This is an optimization exercise on Yosys and OpenROAD, whose aim is small area and few clock cycles, not a production implementation. Only simulation tests tie the RTL to the original design; equivalence was not proved.

==> inputs of run a <==
==> flow/design.v (excerpt) <==
module mfc_codec (
    input  wire        clk,
    input  wire        rst,           
    input  wire        cmd_valid,
    output wire        cmd_ready,
    input  wire [95:0] cmd_word,
    input  wire        din_valid,
    output wire        din_ready,
    input  wire [7:0]  din_data,
    output wire        val_valid,
    input  wire        val_ready,
    output wire [63:0] val_data,
    output wire        done,
    output wire [3:0]  done_code,
    output wire [3:0]  done_sub,
    output wire [31:0] done_res,
    output wire        rx_valid,
    output wire [16:0] rx_len,
    output wire        rsp_valid,
    output wire        rsp_trail,
    output reg  [15:0] rsp_tid,
    output reg  [15:0] rsp_pid,
    output reg  [15:0] rsp_len,
    output reg  [7:0]  rsp_unit,
    output reg  [7:0]  rsp_fc,
    output reg  [7:0]  rsp_bc
);
Settings: LEC_CHECK=0, CAP_MARGIN=20, CORE_MARGIN=2, CORE_UTILIZATION=70, CTS_CLUSTER_DIAMETER=80, CTS_CLUSTER_SIZE=28, SLEW_MARGIN=20; clock period 15.0 ns.
standard.sh (not shown) runs the stock make flow with config.mk's settings and CLKGATE_MAP_FILE= SYNTH_SCRIPT=/design/flow/synth_recipe.tcl, a recipe that flattens the netlist after the stock synthesis.
==> flow/flow/run.sh <==
#!/bin/bash
# Own flow: the standard layout (standard.sh, all steps unchanged), except that the
# input and output ports are buffered with sky130_fd_sc_hd__buf_1 cells instead of the
# resizer's default buffer cell. Every port still gets its own buffer.
set -euo pipefail
W=$(pwd)
cp config.mk config_own.mk
echo 'export BUFFER_PORTS_ARGS = -buffer_cell sky130_fd_sc_hd__buf_1' >> config_own.mk
sed "s#DESIGN_CONFIG=[^ ]*#DESIGN_CONFIG=$W/config_own.mk#" standard.sh > standard_own.sh
bash standard_own.sh > standard_own.log 2>&1
==> run b: changes against run a <==
--- a/flow/design.v
+++ b/flow/design.v
@@ -46,13 +46,12 @@
     localparam K_VOOR   = 3'd6;        
     localparam QD = 8;                 
     localparam QA = 3;
     reg [63:0]           ra [0:30];     
     reg [63:0]           rb [0:30];     
     reg [47:0]           ra31;          
-    reg [47:0]           rb31;          
     reg [71:0]           hdr;           
     reg [55:0]           stg;           
     reg                  inj_pend;      
     reg                  inj_dual;      
     reg [4:0]            inj_row;
     reg [4:0]            brot;          
@@ -118,15 +117,18 @@
         else if (|c_index[15:7])
             c_kind = K_VOOR;
         else
             c_kind = K_VALUE;
     end
     wire       h_valid = (q_cnt != 0);
-    wire [2:0] h_kind  = q_kind[q_rp];
-    wire [2:0] h_type  = q_type[q_rp];
-    wire [6:0] h_idx   = q_idx[q_rp];
+    reg  [2:0] hd_kind, hd_type;
+    reg  [6:0] hd_idx;
+    wire [2:0] h_kind  = hd_kind;
+    wire [2:0] h_type  = hd_type;
+    wire [6:0] h_idx   = hd_idx;
+    wire [QA-1:0] q_rp1 = q_rp + 1'b1;
     function [7:0] chunk_count(input [2:0] t, input [7:0] bc);
         case (t)
             3'd0, 3'd1:       chunk_count = {1'b0, bc[7:1]};
             3'd2, 3'd3, 3'd4: chunk_count = {2'b0, bc[7:2]};
             default:          chunk_count = {3'b0, bc[7:3]};
         endcase
@@ -344,17 +346,14 @@
             end
             if (din_take) begin
                 for (k = 0; k < 9; k = k + 1)
                     if (ld_cnt == k)
                         hdr[8*k +: 8] <= din_data;
                 for (k = 0; k < 7; k = k + 1)
-                    if (in_ring && d_lane == k)
+                    if (in_data && d_lane == k)
                         stg[8*k +: 8] <= din_data;
-                for (k = 0; k < 6; k = k + 1)
-                    if (in_data && d_row == 5'd31 && d_lane == k)
-                        rb31[8*k +: 8] <= din_data;
                 ld_cnt  <= ld_cnt + 17'd1;
                 ld_last <= (ld_cnt + 17'd2 == ld_total);
                 if (ld_fin)
                     ld_busy <= 1'b0;
             end
             if (inj_part) begin
@@ -375,13 +374,13 @@
             if (xfer_go) begin
                 if (xfer_req && !dec_now)
                     xfer_req <= 1'b0;
                 xfer_act <= 1'b1;
                 xfer_cnt <= 3'd1;
                 arot     <= brot1;
-                ra31     <= rb31;
+                ra31     <= stg[47:0];
             end
             if (inj_to_a && inj_row == 5'd0)
                 arot <= 5'd0;
             if (q_push) begin
                 q_kind[q_wp] <= c_kind;
                 q_type[q_wp] <= c_tfield;
@@ -398,9 +397,18 @@
                 if (c_kind == K_DECODE) begin
                     dec_pend <= 1'b1;
                     dec_adj  <= last_load && ld_pend && !load_now;
                 end
             end
             q_cnt <= q_cnt + (q_push ? 1'b1 : 1'b0) - (h_retire ? 1'b1 : 1'b0);
+            if (q_push && (q_cnt == 0 || (q_cnt == 1 && h_retire))) begin
+                hd_kind <= c_kind;
+                hd_type <= c_tfield;
+                hd_idx  <= c_index[6:0];
+            end else if (h_retire && q_cnt > 1) begin
+                hd_kind <= q_kind[q_rp1];
+                hd_type <= q_type[q_rp1];
+                hd_idx  <= q_idx[q_rp1];
+            end
         end
     end
 endmodule
Settings changed: CORE_UTILIZATION 70 to 55.
==> run c: changes against run a <==
--- a/flow/design.v
+++ b/flow/design.v
@@ -46,13 +46,12 @@
     localparam K_VOOR   = 3'd6;        
     localparam QD = 8;                 
     localparam QA = 3;
     reg [63:0]           ra [0:30];     
     reg [63:0]           rb [0:30];     
     reg [47:0]           ra31;          
-    reg [47:0]           rb31;          
     reg [71:0]           hdr;           
     reg [55:0]           stg;           
     reg                  inj_pend;      
     reg                  inj_dual;      
     reg [4:0]            inj_row;
     reg [4:0]            brot;          
@@ -344,17 +343,14 @@
             end
             if (din_take) begin
                 for (k = 0; k < 9; k = k + 1)
                     if (ld_cnt == k)
                         hdr[8*k +: 8] <= din_data;
                 for (k = 0; k < 7; k = k + 1)
-                    if (in_ring && d_lane == k)
+                    if (in_data && d_lane == k)
                         stg[8*k +: 8] <= din_data;
-                for (k = 0; k < 6; k = k + 1)
-                    if (in_data && d_row == 5'd31 && d_lane == k)
-                        rb31[8*k +: 8] <= din_data;
                 ld_cnt  <= ld_cnt + 17'd1;
                 ld_last <= (ld_cnt + 17'd2 == ld_total);
                 if (ld_fin)
                     ld_busy <= 1'b0;
             end
             if (inj_part) begin
@@ -375,13 +371,13 @@
             if (xfer_go) begin
                 if (xfer_req && !dec_now)
                     xfer_req <= 1'b0;
                 xfer_act <= 1'b1;
                 xfer_cnt <= 3'd1;
                 arot     <= brot1;
-                ra31     <= rb31;
+                ra31     <= stg[47:0];
             end
             if (inj_to_a && inj_row == 5'd0)
                 arot <= 5'd0;
             if (q_push) begin
                 q_kind[q_wp] <= c_kind;
                 q_type[q_wp] <= c_tfield;
Settings changed: CORE_UTILIZATION 70 to 55.
==> run d: changes against run a <==
--- a/flow/design.v
+++ b/flow/design.v
@@ -46,13 +46,12 @@
     localparam K_VOOR   = 3'd6;        
     localparam QD = 8;                 
     localparam QA = 3;
     reg [63:0]           ra [0:30];     
     reg [63:0]           rb [0:30];     
     reg [47:0]           ra31;          
-    reg [47:0]           rb31;          
     reg [71:0]           hdr;           
     reg [55:0]           stg;           
     reg                  inj_pend;      
     reg                  inj_dual;      
     reg [4:0]            inj_row;
     reg [4:0]            brot;          
@@ -171,13 +170,12 @@
     wire load_now = h_go && (h_kind == K_LOAD) && ld_ready;
     wire rst_now  = h_go && (h_kind == K_RESET);
     wire h_retire = h_go && (
                         (h_kind == K_LOAD) ? ld_ready :
                         h_isval            ? (!(rspv && h_inrange) || (v_active && val_ready && v_last)) :
                         1'b1);
-    wire crec     = h_retire && (h_kind != K_DECODE);      
     wire ld_free  = (!ld_pend || load_now) &&
                     (!dec_pend || dec_now || (load_now && dec_adj));
     assign cmd_ready = ((q_cnt != QD) || h_retire) &&
                        !(c_kind == K_LOAD && !ld_free) &&
                        !(c_kind == K_DECODE && dec_pend);
     wire q_push = cmd_valid && cmd_ready;
@@ -186,12 +184,24 @@
     always @(*) begin
         ccode = C_OK; csub = 4'd0; cres = 17'd0;
         if (h_kind == K_LOAD)
             cres = ld_total;
         else if (h_kind == K_RESET)
             ;
+        else if (h_kind == K_DECODE) begin
+            if (!rxv) begin
+                ccode = C_PRECOND; csub = 4'd1;
+            end else if (f_short)
+                ccode = C_MALFORMED;
+            else if (f_lenbad)
+                ccode = C_STRUCT;
+            else if (f_bcbad) begin
+                ccode = C_STRUCT; csub = 4'd1;
+            end else
+                cres = {9'd0, f_bc};
+        end
         else if (!h_isval) begin
             ccode = C_ILLEGAL;
             csub  = {1'b0, h_type};
         end else if (!rspv) begin
             ccode = C_PRECOND; csub = 4'd2;
         end else if (!h_inrange) begin
@@ -258,17 +268,19 @@
         for (p = 0; p < 31; p = p + 1)
             ra[p] <= (p == 0 && inj_to_a) ? inj_data :
                      ((xfer_go || xfer_act) && (p % 8 == 0)) ? rb[(p+30) % 31] : ra[(p+30) % 31];
     end
     integer k;
     always @(posedge clk) begin
+        rcode <= ccode;
+        rsub  <= csub;
+        rres  <= cres;
+    end
+    always @(posedge clk) begin
         if (rst) begin
             rdone     <= 1'b0;
-            rcode     <= 4'd0;
-            rsub      <= 4'd0;
-            rres      <= 17'd0;
             rxv       <= 1'b0;
             rxl       <= 17'd0;
             rspv      <= 1'b0;
             trail     <= 1'b0;
             q_wp      <= {QA{1'b0}};
             q_rp      <= {QA{1'b0}};
@@ -290,16 +302,13 @@
             xfer_req  <= 1'b0;
             xfer_act  <= 1'b0;
             xfer_cnt  <= 3'd0;
         end else begin
             brot <= inc31(brot);
             arot <= inc31(arot);
-            rdone <= 1'b0;
-            if (crec) begin
-                rdone <= 1'b1; rcode <= ccode; rsub <= csub; rres <= cres;
-            end
+            rdone <= h_retire;
             if (h_retire)
                 q_rp <= q_rp + 1'b1;
             if (v_active && val_ready)
                 vcur <= v_last ? 7'd0 : vcur + 7'd1;
             if (rst_now) begin
                 rxv   <= 1'b0;
@@ -311,50 +320,36 @@
                 rxv     <= 1'b1;
                 rxl     <= ld_total;
                 ld_pend <= 1'b0;
             end
             if (dec_now) begin
                 dec_pend <= 1'b0;
-                rdone <= 1'b1; rsub <= 4'd0; rres <= 17'd0;
-                if (!rxv) begin
-                    rcode <= C_PRECOND; rsub <= 4'd1;
-                end else begin
+                if (rxv) begin
                     rspv  <= 1'b0;
                     trail <= 1'b0;
-                    if (f_short)
-                        rcode <= C_MALFORMED;
-                    else if (f_lenbad)
-                        rcode <= C_STRUCT;
-                    else if (f_bcbad) begin
-                        rcode <= C_STRUCT; rsub <= 4'd1;
-                    end else begin
+                    if (dec_ok) begin
                         rsp_tid  <= {hdr[8*0 +: 8], hdr[8*1 +: 8]};
                         rsp_pid  <= {hdr[8*2 +: 8], hdr[8*3 +: 8]};
                         rsp_len  <= f_len;
                         rsp_unit <= hdr[8*6 +: 8];
                         rsp_fc   <= hdr[8*7 +: 8];
                         rsp_bc   <= f_bc;
                         xfer_req <= xfer_act;
                         inj_dual <= inj_pend && !inj_part;
                         trail    <= f_avail > {9'b0, f_bc};
                         rspv     <= 1'b1;
-                        rcode    <= C_OK;
-                        rres     <= {9'd0, f_bc};
                     end
                 end
             end
             if (din_take) begin
                 for (k = 0; k < 9; k = k + 1)
                     if (ld_cnt == k)
                         hdr[8*k +: 8] <= din_data;
                 for (k = 0; k < 7; k = k + 1)
-                    if (in_ring && d_lane == k)
+                    if (in_data && d_lane == k)
                         stg[8*k +: 8] <= din_data;
-                for (k = 0; k < 6; k = k + 1)
-                    if (in_data && d_row == 5'd31 && d_lane == k)
-                        rb31[8*k +: 8] <= din_data;
                 ld_cnt  <= ld_cnt + 17'd1;
                 ld_last <= (ld_cnt + 17'd2 == ld_total);
                 if (ld_fin)
                     ld_busy <= 1'b0;
             end
             if (inj_part) begin
@@ -375,13 +370,13 @@
             if (xfer_go) begin
                 if (xfer_req && !dec_now)
                     xfer_req <= 1'b0;
                 xfer_act <= 1'b1;
                 xfer_cnt <= 3'd1;
                 arot     <= brot1;
-                ra31     <= rb31;
+                ra31     <= stg[47:0];
             end
             if (inj_to_a && inj_row == 5'd0)
                 arot <= 5'd0;
             if (q_push) begin
                 q_kind[q_wp] <= c_kind;
                 q_type[q_wp] <= c_tfield;
Settings changed: CORE_UTILIZATION 70 to 55.
==> out/qor.yml <==
status: "no timing/DRC/antenna violations"
synthXorXnorAreaFrac_pct: 0.816
grt_pass1_wl_um: 518000
grt_pass1_vias: 73173
dr_total_vias: 76086
worst_slew_pin_slew_ns: 1.35
multi_input_area_share_pct: 19.7
cp_num_buf_inv: 4
grt_usage_pct: 41.4
r2r-end: "q_cnt[2]"
# the run above: run a

==> out/qor.yml <==
status: "no timing/DRC/antenna violations"
cp_num_buf_inv: 6
r2r-end: "hd_type[2]"
grt_usage_pct: 34.4
synthXorXnorAreaFrac_pct: 0.843
drv_cap: 0
dr_total_vias: 74797
# the run above: run b

==> out/qor.yml <==
status: "no timing/DRC/antenna violations"
worst_slew_pin_slew_ns: 1.35
grt_pass1_vias: 65880
r2r-end: "q_kind[6][1]"
dr_total_vias: 69787
cp_num_buf_inv: 7
multi_input_area_share_pct: 19.3
die-height_um: 469
grt_pass1_wl_um: 498000
# the run above: run d

==> out/qor.yml <==
status: "no timing/DRC/antenna violations"
worst_slew_pin_slew_ns: 1.23
grt_pass1_vias: 67588
grt_usage_pct: 30.8
cp_num_buf_inv: 5
# the run above: run c

Testbench counts of run a, summed over its fixed seeds: cycles 13,326.
Testbench counts of run b, summed over its fixed seeds: cycles 13,326.
Testbench counts of run c, summed over its fixed seeds: cycles 13,326.
Testbench counts of run d, summed over its fixed seeds: cycles 13,326.

afterwards: timing with drivers on the ports:
Ports are ideal in the flow. The routed layouts listed here were re-timed in OpenROAD. Step 1: set_driving_cell puts a clkbuf_16 on clk and a buf_2 on each other input, an assumption about the parent block. Step 2 times the ports against the registers' clock, not the clock port: input delays grow and output delays shrink by t, the midpoint of the rising clock arrivals with the driver on. a / b / c = ideal ports / drivers / drivers and shift; a / b = the first two.
run	shift t [ns]	setup WS [ns]	worst hold slack (ns)	clock arrival spread, ns	pins driven straight from the clock port
run a	0.953	0.158 / 0.067 / 1.020	0.305 / 0.305 / 0.305	0.070 / 0.070	1
run b	0.984	1.293 / 1.188 / 2.173	0.315 / 0.315 / 0.315	0.055 / 0.055	1
run c	0.986	0.698 / 0.615 / 1.601	0.312 / 0.312 / 0.312	0.068 / 0.068	1
run d	0.982	0.798 / 0.697 / 1.679	0.317 / 0.317 / 0.317	0.046 / 0.046	1
After both steps setup and hold are still met in every run listed.
